Source: an optimization exercise on an open RTL-to-GDS flow (aim: small area, a short achievable clock period and few clock cycles). Production flows keep margins and buffers that such runs may drop.
RTL that was checked went through simulation tests only; none was proved equivalent to the original.
For runs 1 to 6, only the layout was checked, not whether the RTL still works.
Power figures rest on the tool's default switching activity, not on a simulated workload.

==> design/flow/design.v <==
module phpb_serial (
    input  wire        clk,
    input  wire        rst,             
    input  wire        cfg_guard_en,    
    input  wire [16:0] cfg_max_len,     
    input  wire        cfg_drop_zero,   
    input  wire        rx_in_valid,
    output wire        rx_in_ready,
    input  wire [7:0]  rx_in_data,
    input  wire        rx_in_last,      
    output wire        rx_out_valid,
    input  wire        rx_out_ready,
    output wire [7:0]  rx_out_data,
    output wire        rx_out_sop,
    output wire        rx_out_eop,
    output wire [47:0] rx_out_hdr,      
    output wire [16:0] rx_out_tlen,     
    input  wire        tx_in_valid,
    output wire        tx_in_ready,
    input  wire [7:0]  tx_in_data,
    output wire        tx_out_valid,
    input  wire        tx_out_ready,
    output wire [7:0]  tx_out_data,
    output reg  [15:0] cnt_rx_pkt,
    output reg  [15:0] cnt_malformed,
    output reg  [15:0] cnt_zero_drop
);
    reg [15:0] m;           
    wire       g_never  = !cfg_guard_en || (cfg_max_len >= 17'd65542);   
    wire       g_always = cfg_guard_en && (cfg_max_len < 17'd7);         
    always @(posedge clk)
        m <= cfg_max_len[15:0] - 16'd7;
    reg       rdy;
    reg       ib_v, i2_v;
    reg [7:0] ib_d, i2_d;
    reg       ib_l, i2_l;
    reg       ib_ff, i2_ff;
    reg       ib_00, i2_00;
    reg       ib_gt, i2_gt;     
    wire take  = rx_in_valid && rdy;
    wire in_ff = (rx_in_data == 8'hFF);
    wire in_00 = (rx_in_data == 8'h00);
    wire in_gt = (rx_in_data > m[7:0]);
    assign rx_in_ready = rdy;
    reg        pend;        
    reg        body;        
    reg        disc;        
    reg        drop;        
    reg [2:0]  hc;          
    reg [4:0]  tt;          
    reg [4:0]  ct;          
    reg [39:0] sr;          
    reg        tl_a, tl_b;  
    reg        zf;          
    reg [16:0] remain;      
    reg        ov, osop, oeop;
    reg [7:0]  od;
    reg        ev_pkt, ev_mal, ev_zero;
    wire hdr = !body && !disc;
    wire other  = !ib_ff && !ib_00;
    wire absorb = !pend && ib_ff;           
    wire split  = pend && other;            
    wire [7:0] tdata = pend ? {8{!ib_00}} : ib_d;
    wire tlast  = ib_l && !split;
    wire tgt_lo = split ? (m[7:0] != 8'hFF) : ib_gt;
    wire too_long = tl_a || (tl_b && tgt_lo);
    wire [4:0] tsel = tt & ~{1'b0, tt[4:1]};
    wire [7:0] top_byte = ({8{tsel[0]}} & sr[7:0])   | ({8{tsel[1]}} & sr[15:8])  |
                          ({8{tsel[2]}} & sr[23:16]) | ({8{tsel[3]}} & sr[31:24]) |
                          ({8{tsel[4]}} & sr[39:32]);
    wire [16:0] tlen_new = {1'b0, sr[7:0], tdata} + 17'd7;
    wire hc5   = (hc == 3'd5);
    wire ofree = !ov || rx_out_ready;
    wire room = !tt[4] || (ofree && ct[0]);
    wire acc = ib_v && (absorb || disc ||
                        (hdr  && (hc5 ? (!ct[0] && ofree) : room)) ||
                        (body && (drop || ofree || (!tt[4] && !osop))));
    wire tok      = acc && !absorb;             
    wire push     = tok && (hdr || (body && !drop));
    wire complete = tok && hdr && hc5;
    wire zdrop    = zf;
    wire hdr_ok   = complete && !too_long && !zdrop;
    wire hdr_bad  = complete && too_long;
    wire btok     = tok && body;
    wire body_end = btok && (remain == 17'd7);
    wire cons     = acc && !split;
    wire load     = ofree && (ct[0] || hdr_ok);
    wire bpush    = push && body;
    wire       n_pend = acc ? absorb : pend;
    wire       n_body = complete ? !too_long : (body && !body_end);
    wire       n_disc = complete ? (too_long && !tlast) : (disc && !(acc && tlast));
    wire       n_drop = complete ? zdrop : drop;
    wire [2:0] n_hc   = complete ? 3'd0 : ((tok && hdr) ? hc + 3'd1 : hc);
    wire       n_ov   = load || (ov && !rx_out_ready);
    wire [4:0] n_tt   = (complete && !hdr_ok) ? 5'd0 :
                        (push && !load)      ? {tt[3:0], 1'b1} :
                        (load && !push)      ? {1'b0, tt[4:1]} : tt;
    wire [4:0] n_ct   = hdr_ok              ? 5'b11111 :
                        (bpush && !load)     ? {ct[3:0], 1'b1} :
                        (load && !bpush)     ? {1'b0, ct[4:1]} : ct;
    wire       ib_free = !ib_v || cons;
    wire       n_ibv   = ib_free ? (i2_v || take) : 1'b1;
    wire       n_i2v   = !ib_free && (i2_v || take);
    always @(posedge clk) begin
        if (ib_free) begin
            if (i2_v) begin
                ib_d  <= i2_d;
                ib_l  <= i2_l;
                ib_ff <= i2_ff;
                ib_00 <= i2_00;
                ib_gt <= i2_gt;
            end else if (take) begin
                ib_d  <= rx_in_data;
                ib_l  <= rx_in_last;
                ib_ff <= in_ff;
                ib_00 <= in_00;
                ib_gt <= in_gt;
            end
        end else if (take) begin
            i2_d  <= rx_in_data;
            i2_l  <= rx_in_last;
            i2_ff <= in_ff;
            i2_00 <= in_00;
            i2_gt <= in_gt;
        end
        if (push)
            sr <= {sr[31:0], tdata};
        if (tok && hdr) begin
            if (hc == 3'd0) zf <= cfg_drop_zero && (tdata == 8'h00);
            if (hc == 3'd4) begin
                tl_a <= g_always || (!g_never && (tdata > m[15:8]));
                tl_b <= !g_always && !g_never && (tdata == m[15:8]);
            end
        end
        if (complete) begin
            remain <= tlen_new;
        end else if (btok) begin
            remain <= remain - 17'd1;
        end
        if (load) begin
            od   <= top_byte;
            osop <= hdr_ok;
            oeop <= !body && ct[0] && !ct[1];
        end
        if (rst) begin
            rdy      <= 1'b1;
            ib_v     <= 1'b0;
            i2_v     <= 1'b0;
            pend     <= 1'b0;
            body     <= 1'b0;
            disc     <= 1'b0;
            drop     <= 1'b0;
            hc       <= 3'd0;
            tt       <= 5'd0;
            ct       <= 5'd0;
            ov       <= 1'b0;
            ev_pkt   <= 1'b0;
            ev_mal   <= 1'b0;
            ev_zero  <= 1'b0;
        end else begin
            rdy      <= !n_i2v;
            ib_v     <= n_ibv;
            i2_v     <= n_i2v;
            pend     <= n_pend;
            body     <= n_body;
            disc     <= n_disc;
            drop     <= n_drop;
            hc       <= n_hc;
            tt       <= n_tt;
            ct       <= n_ct;
            ov       <= n_ov;
            ev_pkt   <= body_end && !drop;
            ev_mal   <= hdr_bad;
            ev_zero  <= body_end && drop;
        end
    end
    always @(posedge clk) begin
        if (rst) begin
            cnt_rx_pkt    <= 16'd0;
            cnt_malformed <= 16'd0;
            cnt_zero_drop <= 16'd0;
        end else begin
            if (ev_pkt && cnt_rx_pkt != 16'hFFFF)
                cnt_rx_pkt <= cnt_rx_pkt + 16'd1;
            if (ev_mal && cnt_malformed != 16'hFFFF)
                cnt_malformed <= cnt_malformed + 16'd1;
            if (ev_zero && cnt_zero_drop != 16'hFFFF)
                cnt_zero_drop <= cnt_zero_drop + 16'd1;
        end
    end
    assign rx_out_valid = ov;
    assign rx_out_data  = od;
    assign rx_out_sop   = osop;
    assign rx_out_eop   = oeop;
    assign rx_out_hdr   = {od, sr};    
    assign rx_out_tlen  = remain;
    reg       trdy;
    reg       tov;
    reg [7:0] tod;
    reg       tpv, tpb;
    reg       sv;
    reg [7:0] sd;
    wire ttake  = tx_in_valid && trdy;
    wire tofree = !tov || tx_out_ready;
    wire in_sp  = (tx_in_data == 8'hFF) || (tx_in_data == 8'h00);
    wire sd_sp  = (sd == 8'hFF) || (sd == 8'h00);
    wire tdirect = tofree && !tpv && !sv;
    reg  n_sv;
    always @(*) begin
        n_sv = sv;
        if (tofree && !tpv && sv)
            n_sv = 1'b0;
        if (ttake && !tdirect)
            n_sv = 1'b1;
    end
    assign tx_in_ready = trdy;
    always @(posedge clk) begin
        if (tofree) begin
            if (tpv) begin
                tod <= {8{tpb}};
            end else if (sv) begin
                tod <= sd_sp ? 8'hFF : sd;
                tpb <= sd[0];
            end else if (ttake) begin
                tod <= in_sp ? 8'hFF : tx_in_data;
                tpb <= tx_in_data[0];
            end
        end
        if (ttake && !tdirect)
            sd <= tx_in_data;
        if (rst) begin
            trdy <= 1'b1;
            tov  <= 1'b0;
            tpv  <= 1'b0;
            sv   <= 1'b0;
        end else begin
            if (tofree) begin
                if (tpv) begin
                    tov <= 1'b1;
                    tpv <= 1'b0;
                end else if (sv) begin
                    tov <= 1'b1;
                    tpv <= sd_sp;
                end else if (ttake) begin
                    tov <= 1'b1;
                    tpv <= in_sp;
                end else begin
                    tov <= 1'b0;
                end
            end
            sv   <= n_sv;
            trdy <= !n_sv;
        end
    end
    assign tx_out_valid = tov;
    assign tx_out_data  = tod;
endmodule
==> design/flow/flow/run.sh <==
#!/bin/bash
# Standard layout, with the port buffers made from buf_2 cells instead of the
# resizer's default choice. Full tool output goes to flow_standard.log.
set -euo pipefail
export BUFFER_PORTS_ARGS="-buffer_cell sky130_fd_sc_hd__buf_2"
bash standard.sh > flow_standard.log 2>&1
==> design/flow/standard.sh <==
#!/bin/bash
# synth_recipe.tcl (not shown) runs the flow's synth.tcl, then flattens the netlist and writes it again
# the make line also repeats each setting of config.mk as NAME=value (left out here)
make -C /OpenROAD-flow-scripts/flow DESIGN_CONFIG=/design/flow/config.mk WORK_HOME=/design/flow/orfs CLKGATE_MAP_FILE= SYNTH_SCRIPT=/design/flow/synth_recipe.tcl "${@:-finish}"
==> design/flow/config.mk <==
export PLATFORM = sky130hd
export DESIGN_NAME = phpb_serial
export DESIGN_NICKNAME = phpb_serial
export VERILOG_FILES = /design/flow/design.v
export SDC_FILE = /design/flow/constraint.sdc
export NUM_CORES = 4
export LEC_CHECK = 0
export CAP_MARGIN = 20
export CORE_MARGIN = 2
export CORE_UTILIZATION = 40
export SETUP_SLACK_MARGIN = 3.5
export SLEW_MARGIN = 20
==> design/flow/constraint.sdc <==
create_clock -name core_clock -period 6.0 [get_ports {clk}]
set_input_delay 1.2000 -clock core_clock [delete_from_list [all_inputs] [get_ports {clk}]]
set_output_delay 1.2000 -clock core_clock [all_outputs]
set_load 0.01 [all_outputs]
==> results.cfg, run 1 <==
[outcome]
status = timing/DRC/antenna clean

[clocking]
cts_made_buffers = 24
insertion_delay_ps = 510
path_clk_slew_ps = 50
clk_path_buf_depth = 3
cts_tree = built
cts_hold_buf = 0
htree_num_levels = 1
cts-root-buf = clkbuf_16
cts_sinks = 203

[yosys]
yosys.area_share.simple = 0.1949
synthAdderAreaFrac = 0.03850
synthTopCellsByArea = edfxtp_1 34%, dfxtp_1 19%, xor2_1 3.9%
synth.most_common_cell = edfxtp_1
synth_edf_count = 111
synthDistinctLibCells = 72
yosysWarnings = 1
postSynth.asyncResetShare = 0
synth_compound_area_frac = 0.1049
synth_xor_xnor_area_share = 0.06601
seq_area_frac_synth = 0.5343
synthesis.nets = 989
ys.flop_type = edfxtp_1
synth_top_area_frac = 0.3441
synth_area_sq_um = 9686
syn_avg_cell_area_sq_um = 10.55
synth_commonest_cells = 111 x edfxtp_1, 92 x dfxtp_1, 82 x nor2_1
synthCells = 918
synth_top_cell_by_area = edfxtp_1
synthMuxAreaShare = 0.02726
synth_top_family_by_area = simple AND/OR/NAND/NOR gates
ys_seq_elements = 203

[floorplan]
core_area_sq_um = 23610
ios = 177
rows = 56
die_h_um = 159.6
start_util = 0.4102
fp.dieW_um = 159.6
dieArea_sq_um = 25470

[sta]
finalCritPeriodShare = 0.4348
slew_violations = 0
fin_crit_ps = 2609
relSlewSlack = 0.3717
setup_tns_ps = 0
finalClockSkew_ps = 17.59
rsz0062_at_grt = true
final.setup.worst_slack_ps = 3391
hold_viol = 0
holdWs_ps = 468.6
finalSetupViolCount = 0
tightest_slew_ps = 932.3
clock.fmax_mhz = 383.3

[routing]
drt_first_iter_violations = 348
wire_per_inst_um = 15.53
antenna_left = 0
vias = 7589
vias_per_cell = 5.252
drt-total-wl_um = 22450
dr.pass1.iters = 5
drc = 0

[global_routing]
overflow = 0
grt_start_max_net_pins = 46
antenna_found_initial = 0
grt_pass1_wl_um = 36360
grt_pass1_vias = 7054
grt_usage = 0.1708

[worst_setup_path]
required_ps = 6260
cp_max_fo = 3
cp-end-kind = register
critical_path_class = input pin to register
crit_arrival_ps = 2870
critPathLaunchType = input pin

[power]
leakagePower_uw = 0.004602
power_density_nw_per_um2 = 256.9
p_total_uw = 3075
irDropWorstVdd_uv = 143.0

[cells_and_area]
drive_gt1_frac = 0.2575
antennaDiodeCount = 0
multiInputGateArea_sq_um = 4383
ff_latch_area_sq_um = 5179
area_delta_synth_final_pct = 23.60
nets = 1179
fill_cells = 2198
postLayoutCellArea_sq_um = 11970

[placed_design]
gp_congestion = 0.8165
place_ws_ps = 2500
io_buffers = 176
placed_cell_area_sq_um = 10920
place_hpwl_um = 15860

[flow_run]
cap_violations = 0

[worst_hold_path]
hold_class = register to register
-- through the flow --
step,std cells,util
global route,1445,0.5070
finish,1445,0.5070
CTS,1441,0.5040
global placement,1377,0.4624
detailed placement,1377,0.4624
floorplan,918,-
-- cell usage in the layout (no fill, tap or decap), drive strengths merged, types with 8 or more instances in the layout --
master  instances
a21oi          40
a22oi          16
and3           11
and4            8
buf           200
clkbuf         43
dfxtp          92
edfxtp        111
ha             29
inv            40
mux2           11
mux2i          14
nand2          62
nand2b         15
nand3          37
nand4          31
nor2           82
nor2b          13
nor3           35
nor4           13
o21ai          35
o22ai           9
or3            11
or4             9
xnor2          30
xor2           43
-- layer usage --
layer | track usage | routed length, um
met4 | 0.04463 | 456
met3 | 0.03282 | 1136
met2 | 0.2727 | 10250
met5 | 0 | 0
met1 | 0.2384 | 10610
-- flip-flops by register name, summed over array words and instances, names as in the netlist, 3 cells and up --
register and count:
cnt_rx_pkt 16, od 8, tod 8, i2_d 8, m 16, ib_d 8
ct 5, cnt_malformed 16, hc 3, remain 17, sr 40, sd 8
tt 5, cnt_zero_drop 16
-- path summary, 6_finish.rpt --
kind | start | slack (ps) | to | depth (start not counted)
hold / removal | ct[2] | 470 | ct[2] | 2
setup / recovery | rx_out_ready | 3390 | osop | 11
hold reg to reg | ct[2] | 470 | ct[2] | 2
setup reg to reg | ib_ff | 3540 | tt[0] | 8
-- critical path, stage by stage --
cell and delay (ps):
buf_8 100, or4b_4 510, nor2_4 150, nor3_4 60
o21ai_2 190, inv_2 60, buf_4 120, buf_4 120
buf_4 120, buf_4 120, buf_4 110
-- timing repair --
item	CTS	global route
buffers inserted	18	4
gates cloned	2	0
setup endpoints to repair	112	68
pin swaps	11	4
resized for setup	11	12
-- report_power, final --
group | switching (uW) | total (uW) | internal [uW]
Combinational | 108 | 182 | 74.1
Clock | 533 | 1370 | 834
Sequential | 23.5 | 1530 | 1500
Total | 665 | 3070 | 2410
-- cell families (layout without fill, tap and decap cells) --
family,count (synthesis),after routing
DFF,203,203
xor gates and xnor gates,73,73
muxes,25,25
buffers and inverters,78,284
and+or+nand+nor,354,356
adders and majority gates,30,30
AOI/OAI and AO/OA,155,155
-- final cells by class --
| type | count | area share |
|---|---|---|
| flip-flops and latches | 203 | 0.4326 |
| multi-input cells | 639 | 0.3661 |
| repair buffers | 200 | 0.09260 |
| clock buffers | 43 | 0.06240 |
| well taps | 319 | 0.03334 |
| inverters | 40 | 0.01254 |
| clock inverters | 1 | 0.0004181 |
==> inputs of run 2 (changes only) <==
--- a/design/flow/design.v
+++ b/design/flow/design.v
@@ -25,11 +25,9 @@
     output reg  [15:0] cnt_malformed,
     output reg  [15:0] cnt_zero_drop
 );
-    reg [15:0] m;           
-    wire       g_never  = !cfg_guard_en || (cfg_max_len >= 17'd65542);   
-    wire       g_always = cfg_guard_en && (cfg_max_len < 17'd7);         
-    always @(posedge clk)
-        m <= cfg_max_len[15:0] - 16'd7;
+    wire [15:0] m        = cfg_max_len[15:0] - 16'd7;    
+    wire        g_never  = !cfg_guard_en || (cfg_max_len >= 17'd65542);
+    wire        g_always = cfg_guard_en && (cfg_max_len < 17'd7);
     reg       rdy;
     reg       ib_v, i2_v;
     reg [7:0] ib_d, i2_d;
@@ -55,7 +53,6 @@
     reg [16:0] remain;      
     reg        ov, osop, oeop;
     reg [7:0]  od;
-    reg        ev_pkt, ev_mal, ev_zero;
     wire hdr = !body && !disc;
     wire other  = !ib_ff && !ib_00;
     wire absorb = !pend && ib_ff;           
@@ -154,9 +151,6 @@
             tt       <= 5'd0;
             ct       <= 5'd0;
             ov       <= 1'b0;
-            ev_pkt   <= 1'b0;
-            ev_mal   <= 1'b0;
-            ev_zero  <= 1'b0;
         end else begin
             rdy      <= !n_i2v;
             ib_v     <= n_ibv;
@@ -169,11 +163,11 @@
             tt       <= n_tt;
             ct       <= n_ct;
             ov       <= n_ov;
-            ev_pkt   <= body_end && !drop;
-            ev_mal   <= hdr_bad;
-            ev_zero  <= body_end && drop;
-        end
-    end
+        end
+    end
+    wire ev_pkt  = body_end && !drop;
+    wire ev_mal  = hdr_bad;
+    wire ev_zero = body_end && drop;
     always @(posedge clk) begin
         if (rst) begin
             cnt_rx_pkt    <= 16'd0;
==> run 2 against run 1 <==
Against the previous run:
- via count up 1.3%
- first-iteration DRC count rose by 26%
- combinational power grew 8%
- final area rose by 1.6%
- register-to-register slack lost 350 ps
- count of clock-buffer cells in the layout fell by 26
- critical endpoint is now tl_a
- wire length up 5.8%
- clock skew is 3.0 ps lower
- hold slack gained 11 ps
==> results.cfg, run 2 <==
[outcome]
status = timing/DRC/antenna clean

[cells_and_area]
largest_reg_flops = 40
area_delta_synth_final_pct = 31.72
final_common_cell = buf_2
antennaDiodeCount = 0
ff_latch_area_sq_um = 4798
mostFrequentLayoutCells = 172 x buf_2, 111 x edfxtp_1, 82 x nor2_1
fill_cells = 2081
nets = 1179
top_register = sr
drive_gt1_frac = 0.3455
multiInputGateArea_sq_um = 4741
reg_top3 = sr x40, remain x17

[routing]
drc = 0
drt-total-wl_um = 23750
vias = 7689
vias_per_cell = 5.473
drt_first_iter_violations = 438
wire_per_inst_um = 16.90
antenna_left = 0
dr.pass1.iters = 5

[sta]
finalClockSkew_ps = 14.55
finalSetupViolCount = 0
clock.fmax_mhz = 283.5
finalCritPeriodShare = 0.5878
setup_tns_ps = 0
rsz0062_at_grt = true
hold_viol = 0
tightest_slew_ps = 789.5
final.setup.worst_slack_ps = 2473
fin_crit_ps = 3527
slew_violations = 0
relSlewSlack = 0.4737

[power]
irDropWorstVdd_uv = 173.4
leakagePower_uw = 0.004434
netSwitchingPower_uw = 681.4
p_sw_frac = 0.2498
p_comb_frac = 0.072
internal-power_uw = 2046
seq_power_share = 0.507
clock_power_share = 0.420
power_density_nw_per_um2 = 224.4

[worst_hold_path]
hold_class = register to register

[placed_design]
place_ws_ps = 1764
place_hpwl_um = 15720
io_buffers = 176
gp_congestion = 0.8055

[global_routing]
grt_pass1_vias = 7142
antenna_found_initial = 0
grt_usage = 0.1882
grt_pass1_wl_um = 36920
overflow = 0
grt_start_max_net_pins = 42

[yosys]
synth_top_cell_by_area = edfxtp_1
synthTopCellsByArea = edfxtp_1 36%, dfxtp_1 16%, ha_1 4.1%
synthAdderAreaFrac = 0.04175
synth.most_common_cell = edfxtp_1
synth_top_area_frac = 0.3611
yosysWarnings = 1
synthMuxAreaShare = 0.02101
seq_area_frac_synth = 0.5195
ys.flop_type = edfxtp_1
synth_compound_area_frac = 0.1166
synth_top_family_by_area = simple AND/OR/NAND/NOR gates
synth_edf_count = 111
postSynth.asyncResetShare = 0
synth_area_sq_um = 9230
synth_xor_xnor_area_share = 0.06358
synth_commonest_cells = 111 x edfxtp_1, 86 x nor2_1, 73 x dfxtp_1
synthDistinctLibCells = 62
yosys.area_share.simple = 0.2043
synthCells = 895
syn_avg_cell_area_sq_um = 10.31
ys_seq_elements = 184
synthesis.nets = 967

[clocking]
cts_sinks = 184
insertion_delay_ps = 430
cts_made_buffers = 17
cts_tree = built
path_clk_slew_ps = 80
cts-root-buf = clkbuf_16
cts_hold_buf = 0
htree_num_levels = 4
clk_path_buf_depth = 2

[floorplan]
fp.dieW_um = 155.9
core_area_sq_um = 22640
ios = 177
start_util = 0.4077
dieArea_sq_um = 24310
die_h_um = 155.9
rows = 55

[worst_setup_path]
critical_path_class = input pin to register
critPathTopFamily = simple AND/OR/NAND/NOR gates
critical-path-slowest-cell = or4_4
cp_cell_sequence = buf_2, or3_4, or3_4, or4_4, nor3_4, xnor2_1, ha_1, nand4_1, or2_4, o21ai_2, a21oi_1, o21a_1
required_ps = 6190
cp_max_fo = 2
cp_slowest_stage_delay_ps = 450
critPathLaunchType = input pin
cp_common_cell = or3_4
cp-end-kind = register
critPathBufInv = 1
crit_arrival_ps = 3720

[flow_run]
cap_violations = 0
[run 2: changes by cell type after synthesis, sizes merged, moves of 12 or more]
cell	before	now
or4	9	23
xor2	43	28
a21oi	40	58
o31ai	6	19
inv	40	27
nor3	35	23
dfxtp	92	73
[run 2: cell type report]
type | instances | area share
flip-flops and latches | 184 | 0.3947
clock inverters | 15 | 0.01472
inverters | 27 | 0.008336
multi-input cells | 645 | 0.3899
well taps | 285 | 0.02933
repair buffers | 232 | 0.1280
clock buffers | 17 | 0.03499
[run 2: power by group through the flow]
stage	Sequential, uW	Combinational, uW	Clock, uW
floorplan	1410	102	0
global placement	1410	171	0
detailed placement	1410	172	0
CTS	1380	186	1170
global route	1390	218	1220
finish	1380	197	1150
[run 2: routing by layer]
metal	track usage	wire [um]	vias to the layer above
met4	0.03713	147	0
met3	0.03167	1052	10
met5	0	0	-
li1	-	-	3753
met2	0.3146	11580	180
met1	0.2594	10970	3746
[run 2: logic make-up (layout without fill, tap and decap cells)]
logic type | count (synthesis) | in the layout
adder cells (fa/ha/maj) | 31 | 31
flip-flops | 184 | 184
AND/OR/NAND/NOR | 351 | 354
XOR/XNOR | 67 | 67
buffers and inverters | 69 | 291
multiplexers | 18 | 18
AO/OA/AOI/OAI | 175 | 175
[run 2: path summary, 6_finish.rpt]
kind	start	endpoint	slack, ps	cells after the start
max reg2reg	body	tt[1]	3190	11
min	sr[18]	sr[26]	480	0
min reg2reg	sr[18]	sr[26]	480	0
max	cfg_max_len[7]	tl_a	2470	12
[run 2: stage by stage]
step                      cell area, sq um  hold WS, ps  utilization  power, uW  std cells
after detailed placement             10510        462.6       0.4642       1585       1318
after floorplan                       9505        449.9            -       1517        895
after CTS                            11650        485.1       0.5146       2741       1383
after global placement               10510        460.2       0.4642       1584       1318
final                                12160        480.1       0.5370       2728       1405
after global routing                 12160        503.0       0.5370       2828       1405
[run 2: what timing repair did]
item                       in CTS  in global routing
cloned                          2                  6
setup endpoints to repair     152                102
pin swaps                      37                 36
setup buffers                  31                 16
gates resized for setup        52                 60
==> inputs of run 3 (changes only) <==
--- a/design/flow/design.v
+++ b/design/flow/design.v
@@ -25,9 +25,9 @@
     output reg  [15:0] cnt_malformed,
     output reg  [15:0] cnt_zero_drop
 );
-    wire [15:0] m        = cfg_max_len[15:0] - 16'd7;    
-    wire        g_never  = !cfg_guard_en || (cfg_max_len >= 17'd65542);
-    wire        g_always = cfg_guard_en && (cfg_max_len < 17'd7);
+    wire       bw       = (cfg_max_len[7:0] < 8'd7);
+    wire       g_never  = !cfg_guard_en || (cfg_max_len >= 17'd65542);   
+    wire       g_always = cfg_guard_en && (cfg_max_len < 17'd7);         
     reg       rdy;
     reg       ib_v, i2_v;
     reg [7:0] ib_d, i2_d;
@@ -38,7 +38,7 @@
     wire take  = rx_in_valid && rdy;
     wire in_ff = (rx_in_data == 8'hFF);
     wire in_00 = (rx_in_data == 8'h00);
-    wire in_gt = (rx_in_data > m[7:0]);
+    wire in_gt = ({1'b0, rx_in_data} + 9'd7 > {bw, cfg_max_len[7:0]});
     assign rx_in_ready = rdy;
     reg        pend;        
     reg        body;        
@@ -51,15 +51,17 @@
     reg        tl_a, tl_b;  
     reg        zf;          
     reg [16:0] remain;      
+    reg        rend;        
     reg        ov, osop, oeop;
     reg [7:0]  od;
+    reg        ev_pkt, ev_mal, ev_zero;
     wire hdr = !body && !disc;
     wire other  = !ib_ff && !ib_00;
     wire absorb = !pend && ib_ff;           
     wire split  = pend && other;            
     wire [7:0] tdata = pend ? {8{!ib_00}} : ib_d;
     wire tlast  = ib_l && !split;
-    wire tgt_lo = split ? (m[7:0] != 8'hFF) : ib_gt;
+    wire tgt_lo = split ? (9'd262 > {bw, cfg_max_len[7:0]}) : ib_gt;    
     wire too_long = tl_a || (tl_b && tgt_lo);
     wire [4:0] tsel = tt & ~{1'b0, tt[4:1]};
     wire [7:0] top_byte = ({8{tsel[0]}} & sr[7:0])   | ({8{tsel[1]}} & sr[15:8])  |
@@ -79,7 +81,7 @@
     wire hdr_ok   = complete && !too_long && !zdrop;
     wire hdr_bad  = complete && too_long;
     wire btok     = tok && body;
-    wire body_end = btok && (remain == 17'd7);
+    wire body_end = btok && rend;
     wire cons     = acc && !split;
     wire load     = ofree && (ct[0] || hdr_ok);
     wire bpush    = push && body;
@@ -125,14 +127,16 @@
         if (tok && hdr) begin
             if (hc == 3'd0) zf <= cfg_drop_zero && (tdata == 8'h00);
             if (hc == 3'd4) begin
-                tl_a <= g_always || (!g_never && (tdata > m[15:8]));
-                tl_b <= !g_always && !g_never && (tdata == m[15:8]);
+                tl_a <= g_always || (!g_never && ({1'b0, tdata} + {8'd0, bw} > cfg_max_len[16:8]));
+                tl_b <= !g_always && !g_never && ({1'b0, tdata} + {8'd0, bw} == cfg_max_len[16:8]);
             end
         end
         if (complete) begin
             remain <= tlen_new;
+            rend   <= (sr[7:0] == 8'h00) && (tdata == 8'h00);
         end else if (btok) begin
             remain <= remain - 17'd1;
+            rend   <= (remain == 17'd8);
         end
         if (load) begin
             od   <= top_byte;
@@ -151,6 +155,9 @@
             tt       <= 5'd0;
             ct       <= 5'd0;
             ov       <= 1'b0;
+            ev_pkt   <= 1'b0;
+            ev_mal   <= 1'b0;
+            ev_zero  <= 1'b0;
         end else begin
             rdy      <= !n_i2v;
             ib_v     <= n_ibv;
@@ -163,11 +170,11 @@
             tt       <= n_tt;
             ct       <= n_ct;
             ov       <= n_ov;
-        end
-    end
-    wire ev_pkt  = body_end && !drop;
-    wire ev_mal  = hdr_bad;
-    wire ev_zero = body_end && drop;
+            ev_pkt   <= body_end && !drop;
+            ev_mal   <= hdr_bad;
+            ev_zero  <= body_end && drop;
+        end
+    end
     always @(posedge clk) begin
         if (rst) begin
             cnt_rx_pkt    <= 16'd0;
==> run 3 against run 2 <==
Against the previous run:
- setup slack improved by 420 ps
- global-route usage is 0.80 points lower
- die area up 4.4%
- cell count grew 3.8%
- critical path depth grew 2
- total power increased by 3.2%
- synthesized cell count is 5.9% higher
- core utilization decreased by 2.2 points
==> results.cfg, run 3 <==
[yosys]
ys.flop_type = edfxtp_1
postSynth.asyncResetShare = 0
synth.most_common_cell = edfxtp_1
synthTopCellsByArea = edfxtp_1 35%, dfxtp_1 16%, xnor2_1 4.2%
synth_edf_count = 112
synth_area_sq_um = 9646
synth_top_cell_by_area = edfxtp_1
seq_area_frac_synth = 0.5064
synthesis.nets = 1022
synth_commonest_cells = 112 x edfxtp_1, 88 x nor2_1, 76 x dfxtp_1
syn_avg_cell_area_sq_um = 10.17
ys_seq_elements = 188
synthCells = 948
synthDistinctLibCells = 73
yosysWarnings = 1
synth_top_area_frac = 0.3487

[sta]
hold_viol = 0
relSlewSlack = 0.4985
clock.fmax_mhz = 321.8
finalSetupViolCount = 0
rsz0062_at_grt = true
slew_violations = 0
finalCritPeriodShare = 0.5179
fin_crit_ps = 3107
finalClockSkew_ps = 13.05
tightest_slew_ps = 750.6
setup_tns_ps = 0

[floorplan]
rows = 56
die_h_um = 159.3
core_area_sq_um = 23540
ios = 177
start_util = 0.4097
dieArea_sq_um = 25370
fp.dieW_um = 159.3

[cells_and_area]
mostFrequentLayoutCells = 170 x buf_2, 112 x edfxtp_1, 86 x nor2_1
reg_top3 = sr x40, remain x17
fill_cells = 2146
postLayoutCellArea_sq_um = 12120
top_register = sr
largest_reg_flops = 40
drive_gt1_frac = 0.2783
final_common_cell = buf_2
antennaDiodeCount = 0
nets = 1200
area_delta_synth_final_pct = 25.70
final_cells = 1458
fin_util = 0.5150

[worst_setup_path]
cp-end-kind = register
critical_path_class = input pin to register
crit_arrival_ps = 3280
cp_max_fo = 3
required_ps = 6170
critPathLaunchType = input pin
ff2ff_setup_slack_ps = 3110
reg2reg_from = pend
critPathLaunch = cfg_max_len[5]

[clocking]
cts-root-buf = clkbuf_16
cts_tree = built
htree_num_levels = 4
path_clk_slew_ps = 80
cts_sinks = 188
clk_path_buf_depth = 2
cts_made_buffers = 17
insertion_delay_ps = 430

[placed_design]
placed_cells = 1399
gp_congestion = 0.8070
placed_cell_area_sq_um = 10920
io_buffers = 176
place_hpwl_um = 16010

[global_routing]
overflow = 0
antenna_found_initial = 0
grt_usage = 0.1802
grt_start_max_net_pins = 42
grt_pass1_wl_um = 37330
grt_pass1_vias = 7204

[worst_hold_path]
hold_class = register to register
min_from = sr[24]

[power]
irDropWorstVdd_uv = 160.6
leakagePower_uw = 0.004565
power_density_nw_per_um2 = 232.1

[routing]
drc = 0
vias_per_cell = 5.281
drt-total-wl_um = 23070
dr.pass1.iters = 5
vias = 7699
antenna_left = 0
drt_first_iter_violations = 494
wire_per_inst_um = 15.82

[outcome]
status = timing/DRC/antenna clean

[flow_run]
cap_violations = 0
run 3: cell count changes after synthesis, sizes merged, moves of 8 or more:
cell,change
a21oi,-8
and4,+12
inv,+16
nor3,+9
o31ai,-8
or4,-16
run 3: what timing repair did:
action	4_1_cts	5_1_grt
buffers inserted	20	4
endpoints found under the hold margin	0	0
pin swaps	28	16
setup endpoints to repair	79	50
hold buffers	0	0
gates resized for setup	51	18
gates cloned	3	0
run 3: path summary, 6_finish.rpt:
path              endpoint  cells past startpoint
hold / removal      sr[32]                      0
setup reg to reg      tl_a                     12
hold reg to reg     sr[32]                      0
setup / recovery      tl_a                     14
run 3: per-layer routing:
layer  up-vias  GRT usage  wire length (um)
met1      3661     0.2483             11210
met4         0    0.04752               261
met5         -          0                 0
met2       175     0.2919             10740
li1       3844          -                 -
met3        19    0.03490               861
run 3: cell families (layout without fill, tap and decap cells):
group	count (synthesis)	after routing	synth area share
simple gates	366	368	0.2002
fa+ha+maj	33	33	0.04255
flops	188	188	0.5064
buf+inv	89	278	0.03943
xor+xnor	74	74	0.06720
mux	19	19	0.02089
compound gates	179	179	0.1234
run 3: power breakdown:
| group | internal [uW] | switching (uW) | total, uW | leakage, uW |
|---|---|---|---|---|
| clock network | 579 | 590 | 1170 | 0.000302 |
| logic | 98.9 | 131 | 230 | 0.00264 |
| registers | 1390 | 22.6 | 1420 | 0.00162 |
| total | 2070 | 744 | 2810 | 0.00456 |
run 3: layout make-up:
class | instances | area [sq um] | share of cell area
multi-input cells | 673 | 4810 | 0.3967
flip-flops and latches | 188 | 4890 | 0.4033
inverters | 43 | 178.9 | 0.01476
well taps | 319 | 399.1 | 0.03292
clock buffers | 17 | 425.4 | 0.03509
clock inverters | 15 | 198.9 | 0.01641
repair buffers | 203 | 1222 | 0.1008
run 3: critical path, stage by stage:
cell and delay, ps:
buf_8 100, nor3_4 180, nand2_1 80, a21o_1 180, inv_2 70, ha_4 150
ha_4 140, and3_4 180, xor2_2 140, ha_1 270, o21ai_2 160, a21oi_1 90
a221oi_2 240, o22ai_1 100
run 3: metrics by stage:
| step | setup WS [ps] | power, uW | hold WS [ps] |
|---|---|---|---|
| floorplan | 2717 | 1563 | 471.1 |
| global placement | 2429 | 1634 | 458.5 |
| detailed placement | 2344 | 1636 | 459.6 |
| CTS | 2923 | 2835 | 476.9 |
| global route | 2787 | 2924 | 509.4 |
| finish | 2893 | 2814 | 475.0 |
==> inputs of run 4 (changes only) <==
--- a/design/flow/design.v
+++ b/design/flow/design.v
@@ -61,6 +61,7 @@
     wire split  = pend && other;            
     wire [7:0] tdata = pend ? {8{!ib_00}} : ib_d;
     wire tlast  = ib_l && !split;
+    wire [8:0] tdata_p1 = {1'b0, tdata} + 9'd1;
     wire tgt_lo = split ? (9'd262 > {bw, cfg_max_len[7:0]}) : ib_gt;    
     wire too_long = tl_a || (tl_b && tgt_lo);
     wire [4:0] tsel = tt & ~{1'b0, tt[4:1]};
@@ -127,8 +128,10 @@
         if (tok && hdr) begin
             if (hc == 3'd0) zf <= cfg_drop_zero && (tdata == 8'h00);
             if (hc == 3'd4) begin
-                tl_a <= g_always || (!g_never && ({1'b0, tdata} + {8'd0, bw} > cfg_max_len[16:8]));
-                tl_b <= !g_always && !g_never && ({1'b0, tdata} + {8'd0, bw} == cfg_max_len[16:8]);
+                tl_a <= g_always || (!g_never && (bw ? ({1'b0, tdata} >= cfg_max_len[16:8])
+                                                     : ({1'b0, tdata} >  cfg_max_len[16:8])));
+                tl_b <= !g_always && !g_never && (bw ? (tdata_p1 == cfg_max_len[16:8])
+                                                     : ({1'b0, tdata} == cfg_max_len[16:8]));
             end
         end
         if (complete) begin
==> run 4 against run 3 <==
Against the previous run:
- setup slack better by 170 ps
- cell count is 2.8% lower
- global-route usage is 0.098 points lower
- wire length is 3.4% lower
- maximum frequency is 5.9% higher
- still clean
- critical endpoint is now ib_gt
- sequential share of layout area is 1.9 points higher
- register-to-register slack better by 240 ps
- hold slack better by 7.2 ps
- non-clock buffer count is 10 lower
- critical path type unchanged
- first-iteration DRC count is 29% lower
- sequential power hardly changed
- clock power is 8% lower
==> results.cfg, run 4 <==
[outcome]
status = timing/DRC/antenna clean

[clocking]
clk_path_buf_depth = 2
cts_made_buffers = 17
cts-root-buf = clkbuf_16
cts_tree = built
htree_num_levels = 4
path_clk_slew_ps = 70
cts_sinks = 188
insertion_delay_ps = 430

[cells_and_area]
final_cells = 1417
reg_top3 = sr x40, remain x17
drive_gt1_frac = 0.2641
multiInputGateArea_sq_um = 4454
top_register = sr
final_common_cell = buf_2
fill_cells = 2175
area_delta_synth_final_pct = 22.84
largest_reg_flops = 40
nets = 1157
mostFrequentLayoutCells = 173 x buf_2, 112 x edfxtp_1, 87 x nor2_1
ff_latch_area_sq_um = 4890
antennaDiodeCount = 0

[worst_setup_path]
cp-end-kind = register
critical_path_class = input pin to register
r2r-end = tt[1]
critPathLaunch = rx_in_data[2]
reg2reg_from = tt[4]
cp_max_fo = 2
critPathLaunchType = input pin
required_ps = 6180
ff2ff_setup_slack_ps = 3350
crit_arrival_ps = 3110
crit_end = ib_gt
r2r_cells = 12

[floorplan]
fp.dieW_um = 157.5
core_area_sq_um = 23330
die_h_um = 157.5
ios = 177
rows = 56
start_util = 0.4041
dieArea_sq_um = 24810

[global_routing]
antenna_found_initial = 0
use_met3 = 0.03359
grt_busiest_layer = met2
overflow = 0
grt_usage = 0.1792
grt_pass1_vias = 6802
grt_start_max_net_pins = 38
grt_use_met2 = 0.2739
use_met1 = 0.2592
grt_pass1_wl_um = 35130

[routing]
antenna_left = 0
drt_first_iter_violations = 351
drt-total-wl_um = 22290
vias = 7367
wire_per_inst_um = 15.73
drc = 0
vias_per_cell = 5.199
dr.pass1.iters = 5

[sta]
clock.fmax_mhz = 340.7
finalClockSkew_ps = 13.06
finalSetupViolCount = 0
fin_crit_ps = 2935
finalCritPeriodShare = 0.4892
rsz0062_at_grt = true
tightest_slew_ps = 837.1
relSlewSlack = 0.4420
slew_violations = 0
setup_tns_ps = 0
hold_viol = 0

[yosys]
synthDistinctLibCells = 70
synth_top_area_frac = 0.3567
synth_edf_count = 112
synth_area_sq_um = 9428
ys_seq_elements = 188
synth_commonest_cells = 112 x edfxtp_1, 90 x nor2_1, 76 x dfxtp_1
synth.most_common_cell = edfxtp_1
synthCells = 910
yosysWarnings = 1
postSynth.asyncResetShare = 0
synthesis.nets = 982
seq_area_frac_synth = 0.5181
synth_top_cell_by_area = edfxtp_1
synthTopCellsByArea = edfxtp_1 36%, dfxtp_1 16%, xnor2_1 4.6%
syn_avg_cell_area_sq_um = 10.36
ys.flop_type = edfxtp_1

[power]
clock_power_share = 0.398
leakagePower_uw = 0.004276
p_total_uw = 2709
seq_power_share = 0.523
internal-power_uw = 2030
power_density_nw_per_um2 = 233.9
netSwitchingPower_uw = 679.2
p_comb_frac = 0.079
irDropWorstVdd_uv = 166.7
p_sw_frac = 0.2507

[placed_design]
placed_cells = 1370
place_hpwl_um = 15710
io_buffers = 176
gp_congestion = 0.8249

[worst_hold_path]
min_from = sr[24]
hold_class = register to register

[flow_run]
cap_violations = 0
run 4: cell types whose count changed in the layout (fill, tap and decap cells not counted), moves of 8 or more:
cell,before,now
o21ai_0,16,37
a21oi_1,43,29
o21ai_1,16,3
and3_1,13,4
and4_1,14,5
buf_4,19,10
xor2_1,27,36
nand2_1,60,68
or3_1,7,15
run 4: layout make-up:
class                           instances  area share
Sequential cell                       188      0.4222
Multi-Input combinational cell        642      0.3846
Timing Repair Buffer                  193     0.09659
Clock buffer                           17     0.03673
Tap cell                              319     0.03446
Inverter                               43     0.01394
Clock inverter                         15     0.01145
run 4: logic make-up (layout without fill, tap and decap cells):
kind of cell | Yosys count | after routing | synth area share
adder cells (fa/ha/maj) | 31 | 31 | 0.04088
XOR/XNOR | 86 | 86 | 0.07989
multiplexers | 27 | 27 | 0.03013
AO/OA/AOI/OAI | 147 | 147 | 0.1022
buffers and inverters | 82 | 268 | 0.03689
flip-flops | 188 | 188 | 0.5181
AND/OR/NAND/NOR | 349 | 351 | 0.1919
run 4: worst min path at each step:
| stage | endpoint | slack [ps] | cells after the start |
|---|---|---|---|
| 3_5_place_dp | sr[36] | 460 | 0 |
| 5_1_grt | sr[32] | 510 | 0 |
| 3_3_place_gp | sr[36] | 470 | 0 |
| 6_report | sr[32] | 480 | 0 |
| 2_1_floorplan | ev_zero | 460 | 2 |
| 4_1_cts | sr[32] | 480 | 0 |
run 4: power groups by stage:
| stage | combinational [uW] | clock (uW) | sequential [uW] |
|---|---|---|---|
| after floorplan | 130 | 0 | 1450 |
| after global placement | 204 | 0 | 1450 |
| after global routing | 240 | 1150 | 1420 |
| final | 215 | 1080 | 1420 |
| after CTS | 213 | 1110 | 1420 |
| after detailed placement | 206 | 0 | 1450 |
run 4: layer usage:
metal | part of all wire | vias to the layer above
li1 | - | 3635
met1 | 0.49 | 3508
met2 | 0.44 | 205
met3 | 0.055 | 19
met4 | 0.011 | 0
met5 | 0 | -
run 4: timing repair:
action                                  in CTS  in global routing
buffers inserted                             6                  5
endpoints found under the hold margin        0                  0
pin swaps                                   10                  9
endpoints found under the setup margin     112                 53
hold buffers                                 0                  0
gates cloned                                 3                  1
gates resized for setup                     28                  6
run 4: worst max-delay path, stage by stage:
cell and delay [ps]:
buf_8 100, or3_4 380, and3_4 160, buf_4 130
xor2_1 140, ha_1 300, nand4_1 100, nor3_1 180
a21oi_1 60, o21a_1 110, mux2_4 260
run 4: metrics by stage:
step | utilization | cell area (sq um) | hold WS [ps] | setup slack, ps
finish | 0.4964 | 11580 | 482.3 | 3065
global route | 0.4964 | 11580 | 511.8 | 2966
CTS | 0.4922 | 11480 | 480.7 | 3091
detailed placement | 0.4598 | 10730 | 463.2 | 2351
global placement | 0.4598 | 10730 | 465.2 | 2420
floorplan | - | 9635 | 458.2 | 2822
==> inputs of run 5 (changes only) <==
--- a/design/flow/design.v
+++ b/design/flow/design.v
@@ -26,6 +26,9 @@
     output reg  [15:0] cnt_zero_drop
 );
     wire       bw       = (cfg_max_len[7:0] < 8'd7);
+    reg  [7:0] m_lo;        
+    always @(posedge clk)
+        m_lo <= cfg_max_len[7:0] - 8'd7;
     wire       g_never  = !cfg_guard_en || (cfg_max_len >= 17'd65542);   
     wire       g_always = cfg_guard_en && (cfg_max_len < 17'd7);         
     reg       rdy;
@@ -38,7 +41,7 @@
     wire take  = rx_in_valid && rdy;
     wire in_ff = (rx_in_data == 8'hFF);
     wire in_00 = (rx_in_data == 8'h00);
-    wire in_gt = ({1'b0, rx_in_data} + 9'd7 > {bw, cfg_max_len[7:0]});
+    wire in_gt = (rx_in_data > m_lo);
     assign rx_in_ready = rdy;
     reg        pend;        
     reg        body;        
@@ -62,7 +65,7 @@
     wire [7:0] tdata = pend ? {8{!ib_00}} : ib_d;
     wire tlast  = ib_l && !split;
     wire [8:0] tdata_p1 = {1'b0, tdata} + 9'd1;
-    wire tgt_lo = split ? (9'd262 > {bw, cfg_max_len[7:0]}) : ib_gt;    
+    wire tgt_lo = split ? (m_lo != 8'hFF) : ib_gt;
     wire too_long = tl_a || (tl_b && tgt_lo);
     wire [4:0] tsel = tt & ~{1'b0, tt[4:1]};
     wire [7:0] top_byte = ({8{tsel[0]}} & sr[7:0])   | ({8{tsel[1]}} & sr[15:8])  |
==> run 5 against run 4 <==
Against the previous run:
- still clean on timing, DRC and antenna
- synthesized area up 1.4%
- clock power up 4%
- combinational power up 7%
- final area up 3.4%
- critical path type unchanged
==> results.cfg, run 5 <==
[worst_setup_path]
critPathLaunchType = input pin
cp_cell_sequence = buf_6, and2b_2, o21ai_4, a211oi_2, o21bai_4, buf_6, buf_6, a2bb2oi_4, buf_4, nor2_4, buf_12
cp_num_cells = 11
r2r_cells = 11
critical_path_class = input pin to register
cp-end-kind = register
required_ps = 6140
critical-path-slowest-cell = a211oi_2
cp_common_cell = buf_6
critPathBufInv = 5
critPathTopFamily = compound AO/OA/AOI/OAI gates
crit_arrival_ps = 2880
cp_max_fo = 12
cp_slowest_stage_delay_ps = 320

[sta]
finalSetupViolCount = 0
relSlewSlack = 0.2758
slew_violations = 0
setup_tns_ps = 0
tightest_slew_ps = 1072
hold_viol = 0
finalClockSkew_ps = 13.84
holdWs_ps = 486.1
finalCritPeriodShare = 0.4569
clock.fmax_mhz = 364.8
rsz0062_at_grt = true
fin_crit_ps = 2741

[cells_and_area]
final_common_cell = buf_2
area_delta_synth_final_pct = 25.20
top_register = sr
drive_gt1_frac = 0.2742
largest_reg_flops = 40
reg_top3 = sr x40, remain x17
nets = 1196
mostFrequentLayoutCells = 175 x buf_2, 112 x edfxtp_1, 111 x nor2_1

[floorplan]
ios = 177
rows = 56
fp.dieW_um = 158.6
dieArea_sq_um = 25160
core_area_sq_um = 23470
die_h_um = 158.6
start_util = 0.4074

[yosys]
synth_edf_count = 112
synthCells = 930
synth_commonest_cells = 116 x nor2_1, 112 x edfxtp_1, 84 x dfxtp_1
synth_top_cell_by_area = edfxtp_1
synth.most_common_cell = nor2_1
synthTopCellsByArea = edfxtp_1 35%, dfxtp_1 18%, nor2_1 4.6%
seq_area_frac_synth = 0.5275
yosysWarnings = 1
syn_avg_cell_area_sq_um = 10.28
synthDistinctLibCells = 70
synthesis.nets = 1001
synth_area_sq_um = 9563
ys_seq_elements = 196
synth_top_area_frac = 0.3517
ys.flop_type = edfxtp_1
postSynth.asyncResetShare = 0

[global_routing]
overflow = 0
grt_usage = 0.1834
antenna_found_initial = 0
grt_pass1_vias = 7052
grt_start_max_net_pins = 66
grt_pass1_wl_um = 36200

[clocking]
insertion_delay_ps = 430
cts-root-buf = clkbuf_16
clk_path_buf_depth = 2
cts_tree = built
path_clk_slew_ps = 80
cts_made_buffers = 17
cts_sinks = 196
htree_num_levels = 4
cts_hold_buf = 0

[routing]
drt-total-wl_um = 23330
wire_per_inst_um = 16.00
drt_first_iter_violations = 419
vias_per_cell = 5.243
antenna_left = 0
dr.pass1.iters = 5
vias = 7644
drc = 0

[flow_run]
cap_violations = 0

[outcome]
status = timing/DRC/antenna clean

[power]
power_density_nw_per_um2 = 235.9
irDropWorstVdd_uv = 163.4
leakagePower_uw = 0.004535

[placed_design]
gp_congestion = 0.8673
place_hpwl_um = 16390
io_buffers = 176

[worst_hold_path]
hold_class = register to register
hold_depth = 0
-- run 5: cell families (layout without fill, tap and decap cells) --
kind of cell               Yosys count  count (layout)  synth area share
AOI/OAI and AO/OA                  168             168            0.1119
xor gates and xnor gates            75              75           0.07013
adders and majority gates           30              30           0.03899
buffers and inverters               75             280           0.03323
DFF                                196             196            0.5275
muxes                               21              21           0.02329
other                                0               1                 0
and+or+nand+nor                    365             368            0.1949
-- run 5: area by class of cell --
| type | instances | area (sq um) |
|---|---|---|
| clock inverter | 12 | 107.6 |
| sequential | 196 | 5049 |
| multi-input combinational | 662 | 4561 |
| tap | 319 | 399.1 |
| antenna | 1 | 2.502 |
| fill | 2202 | 11500 |
| inverter | 41 | 157.7 |
| timing repair buffer | 207 | 1230 |
| clock buffer | 20 | 466.7 |
-- run 5: worst paths after layout --
| path | slack, ps | start | to |
|---|---|---|---|
| worst max register to register | 3440 | hc[0] | tt[2] |
| worst max-delay path | 3260 | rx_out_ready | i2_d[6] |
| worst min register to register | 490 | sr[8] | sr[16] |
| worst min-delay path | 490 | sr[8] | sr[16] |
-- run 5: timing repair --
action / 4_1_cts / 5_1_grt
pin swaps: 4 / 10
resized for setup: 27 / 27
setup endpoints to repair: 78 / 98
endpoints found under the hold margin: 0 / 0
buffers inserted: 17 / 12
gates cloned: 3 / 1
-- run 5: metrics by stage --
stage | power [uW] | util | instance area (sq um) | setup slack [ps] | std cells
2_1_floorplan | 1629 | - | 9697 | 2887 | 930
3_3_place_gp | 1707 | 0.4602 | 10800 | 2418 | 1392
3_5_place_dp | 1710 | 0.4602 | 10800 | 2341 | 1392
4_1_cts | 2847 | 0.5004 | 11750 | 3315 | 1444
5_1_grt | 2943 | 0.5100 | 11970 | 3230 | 1457
6_report | 2825 | 0.5101 | 11970 | 3259 | 1458
-- run 5: per-layer routing --
metal | part of all wire | GRT usage | vias to the layer above
met4 | 0.015 | 0.05620 | 0
met1 | 0.48 | 0.2606 | 3647
met3 | 0.047 | 0.02640 | 20
met2 | 0.46 | 0.2900 | 198
li1 | - | - | 3779
met5 | 0 | 0 | -
-- run 5: worst reg2reg max path: stages (launching register included) --
cell     delay (ps)
dfxtp_1         400
ha_1            210
nand2_1         230
nor3_1          430
o211a_1         310
nand3_4         120
inv_2           100
o21ai_2          70
ha_4            360
nor2_1           70
a21oi_1         120
nor2_1           50
-- run 5: power breakdown --
| part | switching (uW) | internal (uW) | total, uW |
|---|---|---|---|
| Combinational | 129 | 99.7 | 229 |
| Clock | 536 | 581 | 1120 |
| Sequential | 27.3 | 1450 | 1480 |
==> inputs of run 6 (changes only) <==
--- a/design/flow/design.v
+++ b/design/flow/design.v
@@ -72,6 +72,13 @@
                           ({8{tsel[2]}} & sr[23:16]) | ({8{tsel[3]}} & sr[31:24]) |
                           ({8{tsel[4]}} & sr[39:32]);
     wire [16:0] tlen_new = {1'b0, sr[7:0], tdata} + 17'd7;
+    reg  [16:0] rflip;
+    integer ri;
+    always @(*) begin
+        rflip[0] = 1'b1;
+        for (ri = 1; ri < 17; ri = ri + 1)
+            rflip[ri] = rflip[ri-1] && !remain[ri-1];
+    end
     wire hc5   = (hc == 3'd5);
     wire ofree = !ov || rx_out_ready;
     wire room = !tt[4] || (ofree && ct[0]);
@@ -119,7 +126,8 @@
                 ib_00 <= in_00;
                 ib_gt <= in_gt;
             end
-        end else if (take) begin
+        end
+        if (!i2_v) begin
             i2_d  <= rx_in_data;
             i2_l  <= rx_in_last;
             i2_ff <= in_ff;
@@ -137,13 +145,11 @@
                                                      : ({1'b0, tdata} == cfg_max_len[16:8]));
             end
         end
-        if (complete) begin
-            remain <= tlen_new;
-            rend   <= (sr[7:0] == 8'h00) && (tdata == 8'h00);
-        end else if (btok) begin
-            remain <= remain - 17'd1;
-            rend   <= (remain == 17'd8);
-        end
+        remain <= complete ? tlen_new : (remain ^ ({17{btok}} & rflip));
+        if (complete)
+            rend <= (sr[7:0] == 8'h00) && (tdata == 8'h00);
+        else if (btok)
+            rend <= (remain == 17'd8);
         if (load) begin
             od   <= top_byte;
             osop <= hdr_ok;
@@ -233,8 +239,8 @@
                 tpb <= tx_in_data[0];
             end
         end
-        if (ttake && !tdirect)
-            sd <= tx_in_data;
+        if (!sv)
+            sd <= tx_in_data;     
         if (rst) begin
             trdy <= 1'b1;
             tov  <= 1'b0;
==> run 6 against run 5 <==
Against the previous run:
- still clean
- critical path depth rose by 1
- synthesized cell count fell by 0.65%
- wire length fell by 4.4%
- cell count fell by 1.6%
- flip-flop and latch count did not move
- hold slack got worse by 7.7 ps
- sequential power barely moved
- clock skew rose by 1.8 ps
- count of clock-buffer cells in the layout fell by 3
- non-clock buffer count fell by 6
- combinational power fell by 3%
- register-to-register slack got worse by 20 ps
==> results.cfg, run 6 <==
[routing]
drc = 0
antenna_left = 0
dr_wl_met2_um = 10600
vias_per_cell = 5.190
top_layer_used = met4
drt_first_iter_violations = 485
wl_met1_um = 10580
wire_per_inst_um = 15.55
drt-total-wl_um = 22300
vias = 7443
dr.pass1.iters = 5
dr_wl_met3_um = 930

[yosys]
synth_area_sq_um = 9336
synth_top_area_frac = 0.3055
syn_avg_cell_area_sq_um = 10.10
synth_commonest_cells = 123 x nor2_1, 101 x dfxtp_1, 95 x edfxtp_1
synthCells = 924
synthDistinctLibCells = 71
ys.flop_type = dfxtp_1
yosysWarnings = 1
synthesis.nets = 994
seq_area_frac_synth = 0.5221
ys_seq_elements = 196
synth.most_common_cell = nor2_1
postSynth.asyncResetShare = 0
synthTopCellsByArea = edfxtp_1 31%, dfxtp_1 22%, nor2_1 4.9%
synth_edf_count = 95
synth_top_cell_by_area = edfxtp_1

[floorplan]
dieArea_sq_um = 24580
ios = 177
fp.dieW_um = 156.8
die_h_um = 156.8
start_util = 0.4099
core_area_sq_um = 22780
rows = 55

[cells_and_area]
reg_top3 = sr x40, remain x17
drive_gt1_frac = 0.2667
area_delta_synth_final_pct = 24.38
largest_reg_flops = 40
final_common_cell = buf_2
mostFrequentLayoutCells = 176 x buf_2, 120 x nor2_1, 100 x dfxtp_1
top_register = sr
antennaDiodeCount = 0
fill_cells = 2066
nets = 1178

[sta]
slew_violations = 0
clock.fmax_mhz = 378.2
finalCritPeriodShare = 0.4407
setup_tns_ps = 0
finalClockSkew_ps = 15.66
tightest_slew_ps = 1030
relSlewSlack = 0.3069
hold_viol = 0
fin_crit_ps = 2644
final.setup.worst_slack_ps = 3356
rsz0062_at_grt = true
finalSetupViolCount = 0

[power]
leakagePower_uw = 0.004495
power_density_nw_per_um2 = 244.0
p_total_uw = 2833
irDropWorstVdd_uv = 165.1

[worst_setup_path]
critPathLaunchType = input pin
critPathBufInv = 3
required_ps = 6320
critical_path_class = input pin to register
cp_slowest_stage_delay_ps = 530
crit_arrival_ps = 2960
critPathTopFamily = simple AND/OR/NAND/NOR gates
cp-end-kind = register
cp_common_cell = nor2_1
cp_max_fo = 5
cp_cell_sequence = buf_8, or4b_4, o2111ai_4, inv_2, nand2_4, o21ai_4, buf_12, ha_4, mux2i_1, nor2_1, a21oi_1, nor2_1
critical-path-slowest-cell = or4b_4

[global_routing]
overflow = 0
grt_pass1_wl_um = 35290
antenna_found_initial = 0
grt_usage = 0.1797
grt_pass1_vias = 6873
grt_start_max_net_pins = 41

[clocking]
cts-root-buf = clkbuf_16
insertion_delay_ps = 440
cts_tree = built
cts_sinks = 196
clk_path_buf_depth = 2
path_clk_slew_ps = 80
cts_made_buffers = 17
htree_num_levels = 4

[placed_design]
place_ws_ps = 2332
io_buffers = 176
gp_congestion = 0.8069
place_hpwl_um = 15840

[worst_hold_path]
hold_class = register to register

[outcome]
status = timing/DRC/antenna clean

[flow_run]
cap_violations = 0
[run 6: changes by cell type after synthesis, moves of 7 or more]
cell,previous run,this run
a21oi_1,44,35
dfxtp_1,84,101
o31ai_1,3,11
xnor2_1,36,43
inv_1,41,49
nor2_1,116,123
o21ai_0,41,30
edfxtp_1,112,95
[run 6: cells by family after synthesis]
kind of cell               Yosys count  synth area share
AOI/OAI and AO/OA                  146            0.1023
adders and majority gates           29           0.03860
xor gates and xnor gates            82           0.07840
and+or+nand+nor                    362            0.1939
buffers and inverters               86           0.03873
DFF                                196            0.5221
muxes                               23           0.02600
[run 6: worst reg2reg max path, cell delays in order, from the launching register on]
cell and delay (ps):
dfxtp_4 420, or3b_4 400, or3_4 330, a31o_4 240
or3_4 360, inv_4 80, o21ai_4 60, ha_4 190
mux2i_1 180, nor2_1 60, a21oi_1 110, nor2_1 50
[run 6: layout make-up]
class | count | area (sq um) | area share
flip-flops and latches | 196 | 4878 | 0.4201
inverters | 50 | 190.2 | 0.01638
multi-input cells | 642 | 4393 | 0.3783
clock buffers | 17 | 425.4 | 0.03663
clock inverters | 15 | 176.4 | 0.01519
repair buffers | 201 | 1157 | 0.09967
well taps | 313 | 391.6 | 0.03372
[run 6: power by group]
group / leakage, uW / internal, uW / switching, uW
registers: 0.00174 / 1440 / 29.0
logic: 0.00247 / 95.0 / 126
clock network: 0.000289 / 564 / 577
total: 0.00449 / 2100 / 732
[run 6: metal layers]
metal | GRT usage | vias up
li1 | - | 3695
met1 | 0.2482 | 3566
met2 | 0.2941 | 168
met3 | 0.03157 | 14
met4 | 0.04150 | 0
met5 | 0 | -
[run 6: through the flow]
| step | instance area (sq um) | hold WS, ps | cells | utilization |
|---|---|---|---|---|
| 2_1_floorplan | 9457 | 459.5 | 924 | - |
| 3_3_place_gp | 10560 | 467.9 | 1380 | 0.4637 |
| 3_5_place_dp | 10560 | 471.0 | 1380 | 0.4637 |
| 4_1_cts | 11440 | 479.9 | 1429 | 0.5022 |
| 5_1_grt | 11610 | 501.0 | 1434 | 0.5098 |
| 6_report | 11610 | 478.3 | 1434 | 0.5098 |
[run 6: worst paths after layout]
path / from / endpoint / slack, ps / depth (start not counted)
worst min register to register: sr[10] / sr[18] / 480 / 0
worst max register to register: pend / tt[3] / 3420 / 11
worst min-delay path: sr[10] / sr[18] / 480 / 0
worst max-delay path: rx_out_ready / tt[3] / 3360 / 12
[run 6: timing repair]
item	4_1_cts	5_1_grt
pin swaps	11	14
gates cloned	2	1
hold buffers	0	0
resized for setup	31	29
buffers inserted	15	4
setup endpoints to repair	83	39
==> inputs of run 7 (changes only) <==
--- a/design/flow/design.v
+++ b/design/flow/design.v
@@ -126,8 +126,7 @@
                 ib_00 <= in_00;
                 ib_gt <= in_gt;
             end
-        end
-        if (!i2_v) begin
+        end else if (take) begin
             i2_d  <= rx_in_data;
             i2_l  <= rx_in_last;
             i2_ff <= in_ff;
@@ -239,8 +238,8 @@
                 tpb <= tx_in_data[0];
             end
         end
-        if (!sv)
-            sd <= tx_in_data;     
+        if (ttake && !tdirect)
+            sd <= tx_in_data;
         if (rst) begin
             trdy <= 1'b1;
             tov  <= 1'b0;
--- a/design/flow/config.mk
+++ b/design/flow/config.mk
@@ -8,5 +8,5 @@
 export CAP_MARGIN = 20
 export CORE_MARGIN = 2
 export CORE_UTILIZATION = 40
-export SETUP_SLACK_MARGIN = 3.5
+export SETUP_SLACK_MARGIN = 3.7
 export SLEW_MARGIN = 20
==> run 7 against run 6 <==
Against the previous run:
- combinational power up 4%
- largest power group unchanged
- wire length shrank 1.0%
- clock power about the same
- synthesized area decreased by 1.7%
- largest cell class unchanged
- global-route usage rose by 0.29 points
==> results.cfg, run 7 <==
[yosys]
synthTopCellsByArea = edfxtp_1 31%, dfxtp_1 22%, xnor2_1 4.2%
synth_top_area_frac = 0.3109
synth_area_sq_um = 9176
synth_edf_count = 95
synth_top_cell_by_area = edfxtp_1
synthCells = 900
synth.most_common_cell = dfxtp_1
synthDistinctLibCells = 60
yosysWarnings = 1
ys_seq_elements = 196
ys.flop_type = dfxtp_1
postSynth.asyncResetShare = 0
synthesis.nets = 970
syn_avg_cell_area_sq_um = 10.20
seq_area_frac_synth = 0.5312
synth_commonest_cells = 101 x dfxtp_1, 96 x nor2_1, 95 x edfxtp_1

[worst_setup_path]
reg2reg_from = ib_ff
cp_cell_sequence = buf_8, nand2b_4, o31a_1, o2111ai_4, or2_4, nand2b_4, ha_4, buf_6, a21oi_1, nor2_1
r2r-end = tt[1]
cp_num_cells = 10
critPathLaunch = rx_out_ready
crit_end = tt[1]
crit_arrival_ps = 2800
critPathLaunchType = input pin
critPathBufInv = 2
cp_slowest_stage_delay_ps = 290
cp-end-kind = register
ff2ff_setup_slack_ps = 3610
cp_common_cell = nand2b_4
critical_path_class = input pin to register
critical-path-slowest-cell = o31a_1
r2r_cells = 10
critPathTopFamily = compound AO/OA/AOI/OAI gates
required_ps = 6320
cp_max_fo = 6

[sta]
holdWs_ps = 485.6
tightest_slew_ps = 769.2
clock.fmax_mhz = 404.7
fin_crit_ps = 2471
finalClockSkew_ps = 17.07
rsz0062_at_grt = true
finalCritPeriodShare = 0.4118
hold_viol = 0
finalSetupViolCount = 0
relSlewSlack = 0.4861
slew_violations = 0
setup_tns_ps = 0

[worst_hold_path]
min_from = sr[18]
hold_class = register to register

[clocking]
htree_num_levels = 4
cts_tree = built
cts_sinks = 196
path_clk_slew_ps = 90
cts-root-buf = clkbuf_16
cts_hold_buf = 0
clk_path_buf_depth = 2
insertion_delay_ps = 440
cts_made_buffers = 17

[routing]
dr.pass1.iters = 5
vias = 7279
antenna_left = 0
drt-total-wl_um = 22070
drt_first_iter_violations = 415
drc = 0
wire_per_inst_um = 15.74
vias_per_cell = 5.192

[floorplan]
rows = 55
ios = 177
dieArea_sq_um = 24170
core_area_sq_um = 22570
die_h_um = 155.5
start_util = 0.4065
fp.dieW_um = 155.5

[cells_and_area]
antennaDiodeCount = 0
ff_latch_area_sq_um = 4893
largest_reg_flops = 40
reg_top3 = sr x40, remain x17
nets = 1174
fill_cells = 2063
area_delta_synth_final_pct = 28.85
drive_gt1_frac = 0.3178
mostFrequentLayoutCells = 171 x buf_2, 95 x edfxtp_1, 90 x nor2_1, 90 x dfxtp_1, 69 x nand2_1
top_register = sr
multiInputGateArea_sq_um = 4483
final_common_cell = buf_2

[global_routing]
grt_usage = 0.1826
overflow = 0
grt_pass1_wl_um = 35360
antenna_found_initial = 0
grt_pass1_vias = 7012
grt_start_max_net_pins = 44

[placed_design]
io_buffers = 176
gp_congestion = 0.8207
place_hpwl_um = 15320

[outcome]
status = timing/DRC/antenna clean

[power]
irDropWorstVdd_uv = 161.2
leakagePower_uw = 0.004663
power_density_nw_per_um2 = 241.5

[flow_run]
cap_violations = 0
[run 7: cell count changes in the layout (fill, tap and decap cells not counted), moves of 8 or more]
cell / previous run / this run
o22ai_1: 2 / 10
nor2_1: 120 / 90
dfxtp_1: 100 / 90
inv_1: 47 / 39
buf_4: 17 / 30
o21ai_1: 8 / 23
dfxtp_2: 0 / 9
[run 7: per-layer routing]
metal  GRT usage  wire length, um  share of wire
met1      0.2488            10450           0.47
met2      0.2933            10380           0.47
met3     0.03788              957          0.043
met4     0.05636              282          0.013
met5           0                0              0
[run 7: how the worst min path moves through the flow]
stage | to | cells after the start
floorplan | tt[0] | 2
global placement | sr[20] | 0
detailed placement | sr[26] | 0
CTS | sr[26] | 0
global route | sr[20] | 0
finish | sr[26] | 0
[run 7: logic make-up after synthesis]
kind of cell	Yosys count	share of synthesized area
buffers and inverters	79	0.03668
flip-flops	196	0.5312
AND/OR/NAND/NOR	339	0.1856
AO/OA/AOI/OAI	157	0.1074
adder cells (fa/ha/maj)	29	0.03927
multiplexers	21	0.02441
XOR/XNOR	79	0.07540
[run 7: what timing repair did]
action | 4_1_cts | 5_1_grt
endpoints found under the setup margin | 117 | 113
pin swaps | 22 | 31
gates resized for setup | 76 | 43
gates cloned | 3 | 1
setup buffers | 34 | 7
[run 7: area by class of cell]
type                            count  share of cell area
Clock inverter                     15             0.01619
Clock buffer                       17             0.03598
Sequential cell                   196              0.4139
Multi-Input combinational cell    629              0.3792
Inverter                           42             0.01355
Timing Repair Buffer              218              0.1111
Tap cell                          285             0.03016
[run 7: where the power goes]
group | internal [uW] | switching, uW | total [uW]
Combinational | 104 | 126 | 230
Clock | 575 | 599 | 1170
Sequential | 1430 | 19.2 | 1450
Total | 2110 | 744 | 2850
[run 7: through the flow]
stage / cell area (sq um) / total power, uW / std cells / util / setup slack, ps
finish: 11820 / 2855 / 1402 / 0.5238 / 3529
global route: 11820 / 2971 / 1402 / 0.5238 / 3450
CTS: 11620 / 2880 / 1394 / 0.5148 / 3556
detailed placement: 10410 / 1678 / 1325 / 0.4611 / 2502
global placement: 10410 / 1676 / 1325 / 0.4611 / 2591
floorplan: 9370 / 1607 / 900 / - / 2850
Testbench counts of run 7, summed over its fixed seeds: cycles 121,481.

what the ideal ports hide:
How much do the figures lean on ideal ports? The routed layouts below were timed once more, with nothing changed but the port constraints.
Step 1, drivers: a clkbuf_16 drives clk and a buf_2 each remaining input, both assumed.
Step 2, shift: input delay + t, output delay - t, t = (earliest + latest rising clock arrival at the registers) / 2. This alone moves slack from input paths to output paths.
Three values: no drivers, after step 1, after step 2; two values: the first two.
run	t (ns)	setup WS [ns]	clock arrival spread, ns	worst slew at a driven data input, ns	cell pins on the clock port's net
run 1	0.552	3.391 / 3.383 / 2.832	0.018 / 0.017	0.07	1
run 2	0.470	2.473 / 2.480 / 2.011	0.015 / 0.015	0.07	1
run 3	0.471	2.893 / 2.903 / 2.432	0.013 / 0.013	0.09	1
run 4	0.471	3.065 / 3.076 / 2.605	0.015 / 0.015	0.06	1
run 5	0.467	3.259 / 3.241 / 2.775	0.015 / 0.015	0.08	1
run 6	0.470	3.356 / 3.345 / 2.875	0.017 / 0.017	0.07	1
run 7	0.481	3.529 / 3.519 / 3.038	0.017 / 0.017	0.08	1
After both steps setup and hold are still met in every run listed. For run 1, which loses most, drivers alone change the setup slack by -0.008 ns; drivers and shift together by -0.559 ns.
